From an optimization exercise on the open Yosys and OpenROAD flow, aimed at small area, a short achievable clock period and few clock cycles per item; shortcuts taken in it are not production practice. Only simulation tests tie the RTL to the original design; equivalence was not proved. No activity file was given, so power comes from the tool's default toggle rates.

==> inputs of branch raven <==
==> flow/design.v <==
module hpd_pd_engine (
    input  wire         clk,
    input  wire         rst,
    input  wire         ht_we,
    input  wire [3:0]   ht_idx,
    input  wire         ht_valid,
    input  wire [3:0]   ht_len,
    input  wire [11:0]  ht_pat,
    input  wire [7:0]   ht_code,
    input  wire [7:0]   ltidx,
    input  wire         cmd_valid,
    input  wire [1:0]   cmd_op,
    output wire         cmd_ready,
    input  wire         in_valid,
    input  wire [7:0]   in_data,
    input  wire         in_last,
    output reg          in_ready,
    output wire         done,
    output reg          pvalid,
    output reg          hdr,
    output reg  [4:0]   err_code,
    output reg  [15:0]  err_ptr,
    output reg  [15:0]  bitptr,
    output reg          inchain,
    output reg  [3:0]   ccount,
    output reg  [15:0]  pcount,
    output reg  [15:0]  derrcnt,
    output wire [511:0] acc
);
    localparam NSLOT = 64;
    localparam C     = 33;       
    localparam OP_INIT = 2'd0;
    localparam OP_STEP = 2'd1;
    localparam E_NONE       = 5'h00;
    localparam E_HUF_SHORT  = 5'h01;
    localparam E_HUF_LONG   = 5'h02;
    localparam E_SIGN_BAD   = 5'h03;
    localparam E_SIGN_SHORT = 5'h04;
    localparam E_PD_RANGE   = 5'h06;
    localparam E_PD_HDR_LEN = 5'h07;
    localparam E_CFG_LTIDX  = 5'h12;
    localparam S_CLR  = 3'd0;    
    localparam S_IDLE = 3'd1;
    localparam S_MARK = 3'd2;    
    localparam S_HDR  = 3'd3;
    localparam S_CONT = 3'd4;
    localparam S_FIN  = 3'd5;    
    localparam S_DONE = 3'd6;
    reg  [15:0]  tkv;
    reg  [3:0]   tl  [0:15];
    reg  [11:0]  tp  [0:15];
    reg  [7:0]   tc  [0:15];
    reg  [7:0]   acc_r [0:NSLOT-1];
    reg  [7:0]   sav   [0:NSLOT-1];
    reg  [2:0]   state;
    reg  [7:0]   stc;        
    reg  [15:0]  cnt;        
    reg  [6:0]   sl1;        
    reg  [C-1:0] bb;         
    reg  [5:0]   avail;      
    reg          last_seen;
    reg          rflag;      
    reg          eadj;       
    reg  [4:0]   eoff;
    reg          v2;
    reg          neg2;
    reg          big2;
    reg  [3:0]   c1_2;
    reg  [15:0]  ml2_2;      
    reg  [4:0]   n2;
    assign cmd_ready = (state == S_IDLE);
    assign done      = (state == S_DONE);
    genvar g;
    generate
        for (g = 0; g < NSLOT; g = g + 1) begin : g_acc
            assign acc[8*g +: 8] = acc_r[g];
        end
    endgenerate
    reg  [11:0]  tm [0:15];
    integer j, jb;
    always @(*) begin
        for (j = 0; j < 16; j = j + 1)
            for (jb = 0; jb < 12; jb = jb + 1)
                tm[j][11-jb] = (tl[j] > jb);
    end
    function [3:0] zcount;       
        input [12:1] H;
        begin
            zcount[3] = ~H[8];
            zcount[2] = ~H[4] & H[8];
            zcount[1] = (~H[2] & H[4]) | (~H[6] & H[8]) | (~H[10] & H[12]);
            zcount[0] = (~H[1] & H[2]) | (~H[3] & H[4]) | (~H[5] & H[6]) |
                        (~H[7] & H[8]) | (~H[9] & H[10]) | (~H[11] & H[12]);
        end
    endfunction
    reg  [11:0]  w1, w2;
    reg  [15:0]  m1, m2, ml1, ml2;
    reg  [12:1]  H1, H2;
    reg  [7:0]   code1;
    reg          seen1;
    integer      k, n, k2, n2i, n3, n4;
    always @(*) begin
        for (k = 0; k < 16; k = k + 1)
            m1[k] = tkv[k] & (((w1 ^ tp[k]) & tm[k]) == 12'd0);
        for (n = 1; n <= 11; n = n + 1) begin
            H1[n] = 1'b0;
            for (k = 0; k < 16; k = k + 1)
                H1[n] = H1[n] | (m1[k] & ~tm[k][11-n]);
        end
        H1[12] = |m1;
        for (k = 0; k < 16; k = k + 1) begin
            ml1[k] = m1[k];
            for (n = 1; n <= 11; n = n + 1)
                ml1[k] = ml1[k] & ~(H1[n] & tm[k][11-n]);
        end
        seen1 = 1'b0;
        code1 = 8'd0;
        for (k = 0; k < 16; k = k + 1) begin
            code1 = code1 | ({8{ml1[k] & ~seen1}} & tc[k]);
            seen1 = seen1 | ml1[k];
        end
    end
    always @(*) begin
        for (k2 = 0; k2 < 16; k2 = k2 + 1)
            m2[k2] = tkv[k2] & (((w2 ^ tp[k2]) & tm[k2]) == 12'd0);
        for (n2i = 1; n2i <= 11; n2i = n2i + 1) begin
            H2[n2i] = 1'b0;
            for (k2 = 0; k2 < 16; k2 = k2 + 1)
                H2[n2i] = H2[n2i] | (m2[k2] & ~tm[k2][11-n2i]);
        end
        H2[12] = |m2;
        for (k2 = 0; k2 < 16; k2 = k2 + 1) begin
            ml2[k2] = m2[k2];
            for (n2i = 1; n2i <= 11; n2i = n2i + 1)
                ml2[k2] = ml2[k2] & ~(H2[n2i] & tm[k2][11-n2i]);
        end
    end
    wire         in_fire = in_valid & in_ready;
    wire         act1   = (state == S_CONT) & ~sl1[6];
    wire         bin    = in_fire & act1;
    wire         fin    = last_seen;
    wire         a2     = (avail >= 6'd2);
    wire         sbad   = bb[C-1];
    wire         neg1   = bb[C-2];
    wire [5:0]   r1     = avail - 6'd2;      
    always @(*) w1 = bb[C-3 -: 12];
    wire [3:0]   z1     = zcount(H1);        
    wire         any1   = H1[12];
    reg          fit1;                       
    always @(*) begin
        fit1 = any1 & (r1 >= 6'd12);
        for (n3 = 1; n3 <= 11; n3 = n3 + 1)
            fit1 = fit1 | (H1[n3] & (r1 == n3));
    end
    wire         long1  = ~any1 & (r1 >= 6'd12);
    wire [12:1]  F1     = H1 & ~{H1[11:1], 1'b0};   
    integer      n5;
    always @(*) begin
        w2 = 12'd0;
        for (n5 = 1; n5 <= 12; n5 = n5 + 1)
            w2 = w2 | ({12{F1[n5]}} & bb[C-3-n5 -: 12]);
    end
    wire [3:0]   z2     = zcount(H2);
    wire         any2   = H2[12];
    wire [5:0]   r2     = r1 - 6'd1 - {2'b00, z1};   
    reg          fit2;
    always @(*) begin
        fit2 = any2 & (r2 >= 6'd12);
        for (n4 = 1; n4 <= 11; n4 = n4 + 1)
            fit2 = fit2 | (H2[n4] & (r2 == n4));
    end
    wire         long2  = ~any2 & (r2 >= 6'd12);
    wire [4:0]   nslot  = {1'b0, z1} + {1'b0, z2} + 5'd4;
    wire [C-1:0] ins0   = bin ? ({in_data, {(C-8){1'b0}}} >> avail) : {C{1'b0}};
    wire [C-1:0] bbi    = bb | ins0;
    wire [C-1:0] bbc    = (bbi << 4) << z1 << z2;
    wire [5:0]   avc    = r2 - 6'd1 + (bin ? 6'd8 : 6'd0) - {2'b00, z2};
    wire [5:0]   av0    = avail + (bin ? 6'd8 : 6'd0);
    reg          e1;
    reg  [4:0]   e1code;
    reg  [4:0]   e1off;
    reg          cons;
    always @(*) begin
        e1     = 1'b0;
        e1code = E_SIGN_SHORT;
        e1off  = 5'd0;
        cons   = 1'b0;
        if (!a2) begin
            e1     = fin;
        end else if (sbad) begin
            e1     = 1'b1;
            e1code = E_SIGN_BAD;
        end else if (!fit1) begin
            e1     = long1 | fin;
            e1code = long1 ? E_HUF_LONG : E_HUF_SHORT;
            e1off  = 5'd2;
        end else if (!fit2) begin
            e1     = long2 | fin;
            e1code = long2 ? E_HUF_LONG : E_HUF_SHORT;
            e1off  = {1'b0, z1} + 5'd3;
        end else begin
            cons   = 1'b1;
        end
        e1   = e1 & act1;
        cons = cons & act1;
    end
    wire [7:0]   old    = acc_r[0];
    reg  [7:0]   c2_2;
    reg          seen2;
    integer      k3;
    always @(*) begin
        seen2 = 1'b0;
        c2_2  = 8'd0;
        for (k3 = 0; k3 < 16; k3 = k3 + 1) begin
            c2_2  = c2_2 | ({8{ml2_2[k3] & ~seen2}} & tc[k3]);
            seen2 = seen2 | ml2_2[k3];
        end
    end
    wire [4:0]   magh   = {1'b0, c1_2} + {1'b0, c2_2[7:4]};
    wire [7:0]   mag    = {magh[3:0], c2_2[3:0]};
    wire [8:0]   sum9   = neg2 ? ({1'b0, old} - {1'b0, mag})
                               : ({1'b0, old} + {1'b0, mag});
    wire         ok2    = ~big2 & ~magh[4] & ~sum9[8];
    wire         rdone   = ~rflag | (stc == 8'd0) | stc[7];
    wire         step    = (state == S_CLR) |
                           ((state == S_HDR) & in_fire & ~stc[6]) |
                           ((state == S_CONT) & v2 & ok2) |
                           ((state == S_FIN) & ~rdone);
    reg  [7:0]   a_in;
    always @(*) begin
        case (state)
            S_CLR:   a_in = 8'd0;
            S_HDR:   a_in = in_data;
            S_CONT:  a_in = sum9[7:0];
            default: a_in = stc[6] ? sav[0] : acc_r[0];
        endcase
    end
    integer i;
    always @(posedge clk) begin
        if (step) begin
            for (i = 0; i < NSLOT - 1; i = i + 1) begin
                acc_r[i] <= acc_r[i+1];
                sav[i]   <= sav[i+1];
            end
            acc_r[NSLOT-1] <= a_in;
            sav[NSLOT-1]   <= acc_r[0];
        end
    end
    always @(posedge clk) begin
        if (rst) begin
            tkv <= 16'd0;
        end else if (ht_we && state == S_IDLE) begin
            tkv[ht_idx] <= ht_valid && ht_len != 4'd0 && ht_len <= 4'd12;
            tl[ht_idx]  <= ht_len;
            tp[ht_idx]  <= ht_pat << (4'd12 - ht_len);
            tc[ht_idx]  <= ht_code;
        end
    end
    always @(*) begin
        case (state)
            S_IDLE:  in_ready = cmd_valid && cmd_op == OP_STEP;
            S_MARK,
            S_HDR:   in_ready = 1'b1;
            S_CONT:  in_ready = ~last_seen & (sl1[6] | (avail <= C - 8));
            S_FIN:   in_ready = ~last_seen;
            default: in_ready = 1'b0;
        endcase
    end
    wire [7:0]  marker_hdr = 8'hAA + ltidx;
    wire        mark_now   = ((state == S_IDLE) & cmd_valid & (cmd_op == OP_STEP) &
                              (ltidx <= 8'h55) & in_valid) |
                             ((state == S_MARK) & in_valid);
    wire        last_now   = in_fire & in_last;
    wire [15:0] cnt_add    = cnt + ((state == S_HDR) ? 16'd1 : {11'd0, n2});
    task automatic fail;
        input [4:0]  code;
        input [15:0] ptr;
        begin
            err_code <= code;
            err_ptr  <= ptr;
            inchain  <= 1'b0;
            ccount   <= 4'd0;
            derrcnt  <= derrcnt + 16'd1;
        end
    endtask
    always @(posedge clk) begin
        if (rst) begin
            state     <= S_CLR;
            stc       <= 8'd0;
            last_seen <= 1'b0;
            rflag     <= 1'b0;
            eadj      <= 1'b0;
            v2        <= 1'b0;
            pvalid    <= 1'b0;
            hdr       <= 1'b0;
            err_code  <= E_NONE;
            err_ptr   <= 16'd0;
            bitptr    <= 16'd0;
            inchain   <= 1'b0;
            ccount    <= 4'd0;
            pcount    <= 16'd0;
            derrcnt   <= 16'd0;
        end else begin
            if (step)
                stc <= stc + 8'd1;
            if (last_now)
                last_seen <= 1'b1;
            case (state)
                S_CLR: begin
                    if (stc == 8'd63)
                        state <= S_IDLE;
                end
                S_IDLE: begin
                    stc       <= 8'd0;
                    last_seen <= last_now;
                    rflag     <= 1'b0;
                    eadj      <= 1'b0;
                    if (cmd_valid) begin
                        err_code <= E_NONE;
                        err_ptr  <= 16'd0;
                        case (cmd_op)
                            OP_INIT: begin
                                inchain <= 1'b0;
                                ccount  <= 4'd0;
                                pvalid  <= 1'b0;
                                hdr     <= 1'b0;
                                pcount  <= 16'd0;
                                state   <= S_DONE;
                            end
                            OP_STEP: begin
                                pvalid <= 1'b0;
                                hdr    <= 1'b0;
                                if (ltidx > 8'h55) begin
                                    err_code  <= E_CFG_LTIDX;
                                    err_ptr   <= {8'd0, ltidx};
                                    state     <= last_now ? S_DONE : S_FIN;
                                end else if (!in_valid) begin
                                    state <= S_MARK;
                                end
                            end
                            default: begin  
                                inchain <= 1'b0;
                                ccount  <= 4'd0;
                                pvalid  <= 1'b0;
                                hdr     <= 1'b0;
                                state   <= S_DONE;
                            end
                        endcase
                    end
                end
                S_HDR: begin
                    if (in_fire) begin
                        if (cnt != 16'hFFFF)
                            cnt <= cnt_add;
                        if (in_last) begin
                            if (cnt == 16'd63) begin
                                inchain <= 1'b1;
                                ccount  <= 4'd0;
                                pvalid  <= 1'b1;
                                pcount  <= pcount + 16'd1;
                                state   <= S_DONE;
                            end else begin
                                fail(E_PD_HDR_LEN, (cnt == 16'hFFFF) ? 16'hFFFF : cnt_add);
                                rflag <= 1'b1;
                                state <= S_FIN;
                            end
                        end
                    end
                end
                S_CONT: begin
                    if (cons) begin
                        bb    <= bbc;
                        avail <= avc;
                        sl1   <= sl1 + 7'd1;
                    end else begin
                        bb    <= bbi;
                        avail <= av0;
                    end
                    v2   <= cons;
                    neg2 <= neg1;
                    big2 <= |code1[7:4];
                    c1_2 <= code1[3:0];
                    ml2_2 <= ml2;
                    n2   <= nslot;
                    if (v2 && !ok2) begin
                        fail(E_PD_RANGE, cnt);
                        rflag <= 1'b1;
                        state <= S_FIN;
                    end else begin
                        if (v2)
                            cnt <= cnt_add;
                        if (v2 && stc == 8'd63) begin
                            bitptr  <= cnt_add;
                            ccount  <= ccount + 4'd1;
                            if (ccount == 4'd8)
                                inchain <= 1'b0;
                            pvalid  <= 1'b1;
                            pcount  <= pcount + 16'd1;
                            state   <= (last_seen | last_now) ? S_DONE : S_FIN;
                        end else if (e1) begin
                            fail(e1code, 16'd0);
                            eadj  <= 1'b1;
                            eoff  <= e1off;
                            rflag <= 1'b1;
                            state <= S_FIN;
                        end
                    end
                end
                S_FIN: begin
                    if (eadj) begin
                        err_ptr <= cnt + {11'd0, eoff};
                        eadj    <= 1'b0;
                    end
                    if (rdone && (last_seen || last_now))
                        state <= S_DONE;
                end
                S_DONE: begin
                    state <= S_IDLE;
                end
                default: begin  
                end
            endcase
            if (mark_now) begin
                if (in_data == marker_hdr) begin
                    hdr <= 1'b1;
                    cnt <= 16'd0;
                    if (in_last) begin
                        fail(E_PD_HDR_LEN, 16'd0);
                        state <= S_DONE;
                    end else begin
                        state <= S_HDR;
                    end
                end else if (inchain) begin
                    bb    <= {C{1'b0}};
                    avail <= 6'd0;
                    cnt   <= 16'd0;
                    sl1   <= 7'd0;
                    v2    <= 1'b0;
                    state <= S_CONT;
                end else begin
                    state <= in_last ? S_DONE : S_FIN;
                end
            end
        end
    end
endmodule
==> flow/run.sh <==
#!/bin/bash
# synth_recipe.tcl (not shown) runs the flow's synth.tcl, then flattens the netlist and writes it again
# the make line also repeats each setting of config.mk as NAME=value (left out here)
make -C /OpenROAD-flow-scripts/flow DESIGN_CONFIG=/design/flow/config.mk WORK_HOME=/design/flow/orfs CLKGATE_MAP_FILE= SYNTH_SCRIPT=/design/flow/synth_recipe.tcl finish
==> flow/config.mk <==
export PLATFORM = sky130hd
export DESIGN_NAME = hpd_pd_engine
export DESIGN_NICKNAME = hpd_pd_engine
export VERILOG_FILES = /design/flow/design.v
export SDC_FILE = /design/flow/constraint.sdc
export NUM_CORES = 4
export LEC_CHECK = 0
export CAP_MARGIN = 20
export CORE_MARGIN = 2
export CORE_UTILIZATION = 40
export SETUP_SLACK_MARGIN = 3
export SLEW_MARGIN = 20
==> flow/constraint.sdc <==
create_clock -name core_clock -period 12.0 [get_ports {clk}]
set_input_delay 2.4000 -clock core_clock [delete_from_list [all_inputs] [get_ports {clk}]]
set_output_delay 2.4000 -clock core_clock [all_outputs]
set_load 0.01 [all_outputs]
==> branch pepper: changes against branch raven <==
--- a/flow/design.v
+++ b/flow/design.v
@@ -60,2 +60,3 @@
     reg  [5:0]   avail;      
+    reg  [13:0]  bbn;        
     reg          last_seen;
@@ -63,2 +64,3 @@
     reg          eadj;       
+    reg  [4:0]   ecode;
     reg  [4:0]   eoff;
@@ -68,4 +70,7 @@
     reg  [3:0]   c1_2;
-    reg  [15:0]  ml2_2;      
-    reg  [4:0]   n2;
+    reg  [15:0]  m2_2;       
+    reg  [11:1]  H2_2;       
+    reg          e1r;        
+    reg  [3:0]   z1_2;
+    reg  [3:0]   z2_2;
     assign cmd_ready = (state == S_IDLE);
@@ -96,3 +101,3 @@
     reg  [11:0]  w1, w2;
-    reg  [15:0]  m1, m2, ml1, ml2;
+    reg  [15:0]  m1, m2, ml1, ml2_2;
     reg  [12:1]  H1, H2;
@@ -103,3 +108,3 @@
         for (k = 0; k < 16; k = k + 1)
-            m1[k] = tkv[k] & (((w1 ^ tp[k]) & tm[k]) == 12'd0);
+            m1[k] = tkv[k] & (((w1 ^ ~tp[k]) & tm[k]) == 12'd0);
         for (n = 1; n <= 11; n = n + 1) begin
@@ -131,10 +136,5 @@
         H2[12] = |m2;
-        for (k2 = 0; k2 < 16; k2 = k2 + 1) begin
-            ml2[k2] = m2[k2];
-            for (n2i = 1; n2i <= 11; n2i = n2i + 1)
-                ml2[k2] = ml2[k2] & ~(H2[n2i] & tm[k2][11-n2i]);
-        end
     end
     wire         in_fire = in_valid & in_ready;
-    wire         act1   = (state == S_CONT) & ~sl1[6];
+    wire         act1   = (state == S_CONT) & ~sl1[6] & ~e1r;
     wire         bin    = in_fire & act1;
@@ -142,6 +142,6 @@
     wire         a2     = (avail >= 6'd2);
-    wire         sbad   = bb[C-1];
-    wire         neg1   = bb[C-2];
+    wire         sbad   = ~bbn[13];
+    wire         neg1   = ~bbn[12];
     wire [5:0]   r1     = avail - 6'd2;      
-    always @(*) w1 = bb[C-3 -: 12];
+    always @(*) w1 = bbn[11:0];
     wire [3:0]   z1     = zcount(H1);        
@@ -172,7 +172,18 @@
     wire         long2  = ~any2 & (r2 >= 6'd12);
-    wire [4:0]   nslot  = {1'b0, z1} + {1'b0, z2} + 5'd4;
     wire [C-1:0] ins0   = bin ? ({in_data, {(C-8){1'b0}}} >> avail) : {C{1'b0}};
     wire [C-1:0] bbi    = bb | ins0;
-    wire [C-1:0] bbc    = (bbi << 4) << z1 << z2;
-    wire [5:0]   avc    = r2 - 6'd1 + (bin ? 6'd8 : 6'd0) - {2'b00, z2};
+    wire [12:1]  F2     = H2 & ~{H2[11:1], 1'b0};   
+    wire [C-1:0] bx1    = (bbi << 3) << z1;
+    wire [5:0]   avb    = r2 + (bin ? 6'd8 : 6'd0);
+    reg  [C-1:0] bbc;
+    reg  [5:0]   avc;
+    integer      n6;
+    always @(*) begin
+        bbc = {C{1'b0}};
+        avc = 6'd0;
+        for (n6 = 1; n6 <= 12; n6 = n6 + 1) begin
+            bbc = bbc | ({C{F2[n6]}} & (bx1 << n6));
+            avc = avc | ({6{F2[n6]}} & (avb - n6));
+        end
+    end
     wire [5:0]   av0    = avail + (bin ? 6'd8 : 6'd0);
@@ -209,4 +220,9 @@
     reg          seen2;
-    integer      k3;
+    integer      k3, n7;
     always @(*) begin
+        for (k3 = 0; k3 < 16; k3 = k3 + 1) begin
+            ml2_2[k3] = m2_2[k3];
+            for (n7 = 1; n7 <= 11; n7 = n7 + 1)
+                ml2_2[k3] = ml2_2[k3] & ~(H2_2[n7] & tm[k3][11-n7]);
+        end
         seen2 = 1'b0;
@@ -273,3 +289,4 @@
     wire        last_now   = in_fire & in_last;
-    wire [15:0] cnt_add    = cnt + ((state == S_HDR) ? 16'd1 : {11'd0, n2});
+    wire [15:0] cnt_add    = cnt + ((state == S_HDR) ? 16'd1 :
+                                    ({12'd0, z1_2} + {12'd0, z2_2} + 16'd4));
     task automatic fail;
@@ -372,2 +389,3 @@
                         bb    <= bbc;
+                        bbn   <= ~bbc[C-1 -: 14];
                         avail <= avc;
@@ -376,2 +394,3 @@
                         bb    <= bbi;
+                        bbn   <= ~bbi[C-1 -: 14];
                         avail <= av0;
@@ -382,6 +401,13 @@
                     c1_2 <= code1[3:0];
-                    ml2_2 <= ml2;
-                    n2   <= nslot;
+                    m2_2 <= m2;
+                    H2_2 <= H2[11:1];
+                    z1_2 <= z1;
+                    z2_2 <= z2;
+                    if (!e1r) begin
+                        ecode <= (v2 && !ok2) ? E_PD_RANGE : e1code;
+                        eoff  <= (v2 && !ok2) ? 5'd0 : e1off;
+                    end
+                    e1r <= e1;
                     if (v2 && !ok2) begin
-                        fail(E_PD_RANGE, cnt);
+                        eadj  <= 1'b1;
                         rflag <= 1'b1;
@@ -399,6 +425,4 @@
                             state   <= (last_seen | last_now) ? S_DONE : S_FIN;
-                        end else if (e1) begin
-                            fail(e1code, 16'd0);
+                        end else if (e1r) begin
                             eadj  <= 1'b1;
-                            eoff  <= e1off;
                             rflag <= 1'b1;
@@ -410,4 +434,4 @@
                     if (eadj) begin
-                        err_ptr <= cnt + {11'd0, eoff};
-                        eadj    <= 1'b0;
+                        fail(ecode, cnt + {11'd0, eoff});
+                        eadj <= 1'b0;
                     end
@@ -434,2 +458,3 @@
                     bb    <= {C{1'b0}};
+                    bbn   <= 14'h3FFF;
                     avail <= 6'd0;
@@ -438,2 +463,3 @@
                     v2    <= 1'b0;
+                    e1r   <= 1'b0;
                     state <= S_CONT;
CORE_UTILIZATION = 55   (was 40)
PLACE_DENSITY = 0.65   (was not set)
SETUP_SLACK_MARGIN = 4   (was 3)
==> branch ember: changes against branch raven <==
--- a/flow/design.v
+++ b/flow/design.v
@@ -60,2 +60,3 @@
     reg  [5:0]   avail;      
+    reg  [13:0]  bbn;        
     reg          last_seen;
@@ -63,2 +64,3 @@
     reg          eadj;       
+    reg  [4:0]   ecode;
     reg  [4:0]   eoff;
@@ -68,4 +70,7 @@
     reg  [3:0]   c1_2;
-    reg  [15:0]  ml2_2;      
-    reg  [4:0]   n2;
+    reg  [15:0]  m2_2;       
+    reg  [11:1]  H2_2;       
+    reg          e1r;        
+    reg  [3:0]   z1_2;
+    reg  [3:0]   z2_2;
     assign cmd_ready = (state == S_IDLE);
@@ -96,3 +101,3 @@
     reg  [11:0]  w1, w2;
-    reg  [15:0]  m1, m2, ml1, ml2;
+    reg  [15:0]  m1, m2, ml1, ml2_2;
     reg  [12:1]  H1, H2;
@@ -103,3 +108,3 @@
         for (k = 0; k < 16; k = k + 1)
-            m1[k] = tkv[k] & (((w1 ^ tp[k]) & tm[k]) == 12'd0);
+            m1[k] = tkv[k] & (((w1 ^ ~tp[k]) & tm[k]) == 12'd0);
         for (n = 1; n <= 11; n = n + 1) begin
@@ -131,10 +136,5 @@
         H2[12] = |m2;
-        for (k2 = 0; k2 < 16; k2 = k2 + 1) begin
-            ml2[k2] = m2[k2];
-            for (n2i = 1; n2i <= 11; n2i = n2i + 1)
-                ml2[k2] = ml2[k2] & ~(H2[n2i] & tm[k2][11-n2i]);
-        end
     end
     wire         in_fire = in_valid & in_ready;
-    wire         act1   = (state == S_CONT) & ~sl1[6];
+    wire         act1   = (state == S_CONT) & ~sl1[6] & ~e1r;
     wire         bin    = in_fire & act1;
@@ -142,6 +142,6 @@
     wire         a2     = (avail >= 6'd2);
-    wire         sbad   = bb[C-1];
-    wire         neg1   = bb[C-2];
+    wire         sbad   = ~bbn[13];
+    wire         neg1   = ~bbn[12];
     wire [5:0]   r1     = avail - 6'd2;      
-    always @(*) w1 = bb[C-3 -: 12];
+    always @(*) w1 = bbn[11:0];
     wire [3:0]   z1     = zcount(H1);        
@@ -172,7 +172,18 @@
     wire         long2  = ~any2 & (r2 >= 6'd12);
-    wire [4:0]   nslot  = {1'b0, z1} + {1'b0, z2} + 5'd4;
     wire [C-1:0] ins0   = bin ? ({in_data, {(C-8){1'b0}}} >> avail) : {C{1'b0}};
     wire [C-1:0] bbi    = bb | ins0;
-    wire [C-1:0] bbc    = (bbi << 4) << z1 << z2;
-    wire [5:0]   avc    = r2 - 6'd1 + (bin ? 6'd8 : 6'd0) - {2'b00, z2};
+    wire [12:1]  F2     = H2 & ~{H2[11:1], 1'b0};   
+    wire [C-1:0] bx1    = (bbi << 3) << z1;
+    wire [5:0]   avb    = r2 + (bin ? 6'd8 : 6'd0);
+    reg  [C-1:0] bbc;
+    reg  [5:0]   avc;
+    integer      n6;
+    always @(*) begin
+        bbc = {C{1'b0}};
+        avc = 6'd0;
+        for (n6 = 1; n6 <= 12; n6 = n6 + 1) begin
+            bbc = bbc | ({C{F2[n6]}} & (bx1 << n6));
+            avc = avc | ({6{F2[n6]}} & (avb - n6));
+        end
+    end
     wire [5:0]   av0    = avail + (bin ? 6'd8 : 6'd0);
@@ -209,4 +220,9 @@
     reg          seen2;
-    integer      k3;
+    integer      k3, n7;
     always @(*) begin
+        for (k3 = 0; k3 < 16; k3 = k3 + 1) begin
+            ml2_2[k3] = m2_2[k3];
+            for (n7 = 1; n7 <= 11; n7 = n7 + 1)
+                ml2_2[k3] = ml2_2[k3] & ~(H2_2[n7] & tm[k3][11-n7]);
+        end
         seen2 = 1'b0;
@@ -273,3 +289,4 @@
     wire        last_now   = in_fire & in_last;
-    wire [15:0] cnt_add    = cnt + ((state == S_HDR) ? 16'd1 : {11'd0, n2});
+    wire [15:0] cnt_add    = cnt + ((state == S_HDR) ? 16'd1 :
+                                    ({12'd0, z1_2} + {12'd0, z2_2} + 16'd4));
     task automatic fail;
@@ -372,2 +389,3 @@
                         bb    <= bbc;
+                        bbn   <= ~bbc[C-1 -: 14];
                         avail <= avc;
@@ -376,2 +394,3 @@
                         bb    <= bbi;
+                        bbn   <= ~bbi[C-1 -: 14];
                         avail <= av0;
@@ -382,6 +401,13 @@
                     c1_2 <= code1[3:0];
-                    ml2_2 <= ml2;
-                    n2   <= nslot;
+                    m2_2 <= m2;
+                    H2_2 <= H2[11:1];
+                    z1_2 <= z1;
+                    z2_2 <= z2;
+                    if (!e1r) begin
+                        ecode <= (v2 && !ok2) ? E_PD_RANGE : e1code;
+                        eoff  <= (v2 && !ok2) ? 5'd0 : e1off;
+                    end
+                    e1r <= e1;
                     if (v2 && !ok2) begin
-                        fail(E_PD_RANGE, cnt);
+                        eadj  <= 1'b1;
                         rflag <= 1'b1;
@@ -399,6 +425,4 @@
                             state   <= (last_seen | last_now) ? S_DONE : S_FIN;
-                        end else if (e1) begin
-                            fail(e1code, 16'd0);
+                        end else if (e1r) begin
                             eadj  <= 1'b1;
-                            eoff  <= e1off;
                             rflag <= 1'b1;
@@ -410,4 +434,4 @@
                     if (eadj) begin
-                        err_ptr <= cnt + {11'd0, eoff};
-                        eadj    <= 1'b0;
+                        fail(ecode, cnt + {11'd0, eoff});
+                        eadj <= 1'b0;
                     end
@@ -434,2 +458,3 @@
                     bb    <= {C{1'b0}};
+                    bbn   <= 14'h3FFF;
                     avail <= 6'd0;
@@ -438,2 +463,3 @@
                     v2    <= 1'b0;
+                    e1r   <= 1'b0;
                     state <= S_CONT;
CORE_UTILIZATION = 50   (was 40)
SETUP_SLACK_MARGIN = 4   (was 3)
==> run notes <==
metric                                                                branch pepper  branch ember  branch raven
Outcome                                                   aborted with a tool error  timing/DRC/antenna clean  timing/DRC/antenna clean
Stage where the flow stopped                               global routing (5_1_grt)             -             -
Pre-CTS setup slack                                                         1.65 ns       2.11 ns       1.10 ns
Power density cells                                                               -   203 nW/um^2   197 nW/um^2
Core utilization of the finished layout                                           -         66.6%         52.4%
Buffers & Inverters on Critical Path                                              -            10            13
Setup Skew                                                                        -     0.0756 ns     0.0805 ns
Number of remaining DRC errors                                                    -             0             0
Antenna diodes                                                                    -            39            11
Sequential power                                                                  -       10.5 mW       9.99 mW
Critical path arrival                                                             -       8.92 ns       9.62 ns
Post-Synthesis Cells                                                           6255          6255          6049
Worst Hold Path Cells                                                             -             0             0
CTS tree                                                                          -          done          done
Net switching power                                                               -       6.49 mW       5.60 mW
Insertion delay to the later sink of the worst-skew pair                          -       0.86 ns       0.87 ns
Number of well taps                                                               -          2044          2495
Post-place instance area                                                 88900 um^2    89100 um^2    89200 um^2
Sequential fraction of design power                                               -         50.4%         51.5%
Crit path capture                                                                 -        bb[28]        bb[26]
Area of the core                                                                  -   154000 um^2   188000 um^2
Aggregate negative setup slack                                                    -          0 ns          0 ns
Post-synthesis mux area share                                                 1.26%         1.26%         1.81%
Net count reported at finish                                                      -          7730          7524
Length of routed wiring on met1                                                   -     133000 um     144000 um
Post-layout minimum cycle time                                                    -       8.34 ns       9.09 ns
Actual transition at the worst max-transition pin                                 -       1.29 ns       1.26 ns
Buffer share of cell area                                                         -         14.6%         14.2%
Testbench counts of branch raven, summed over its fixed seeds: cycles 69,122, packets 968.
Testbench counts of branch pepper, summed over its fixed seeds: cycles 69,122, packets 968.
Testbench counts of branch ember, summed over its fixed seeds: cycles 69,122, packets 968.

==> what the ideal ports hide <==
In the flow no input, the clock included, has a driving cell. The finished layouts below were timed again as built, in two steps. Step 1, drivers: a clkbuf_16 drives clk and a buf_2 each remaining input, both assumed. Step 2 times the ports against the registers' clock, not the clock port: input delays grow and output delays shrink by t, the midpoint of the rising clock arrivals with the driver on. a / b / c = ideal ports / drivers / drivers and shift; a / b = the first two.
| run | t, ns | setup WS [ns] | hold slack, ns | worst setup path after step 2 |
|---|---|---|---|---|
| branch raven | 0.925 | 2.913 / 2.913 / 2.913 | 0.372 / 0.372 / 0.372 | register to register |
| branch ember | 0.919 | 3.658 / 3.658 / 3.658 | 0.392 / 0.392 / 0.392 | register to register |
After both steps every run listed still meets setup and hold.
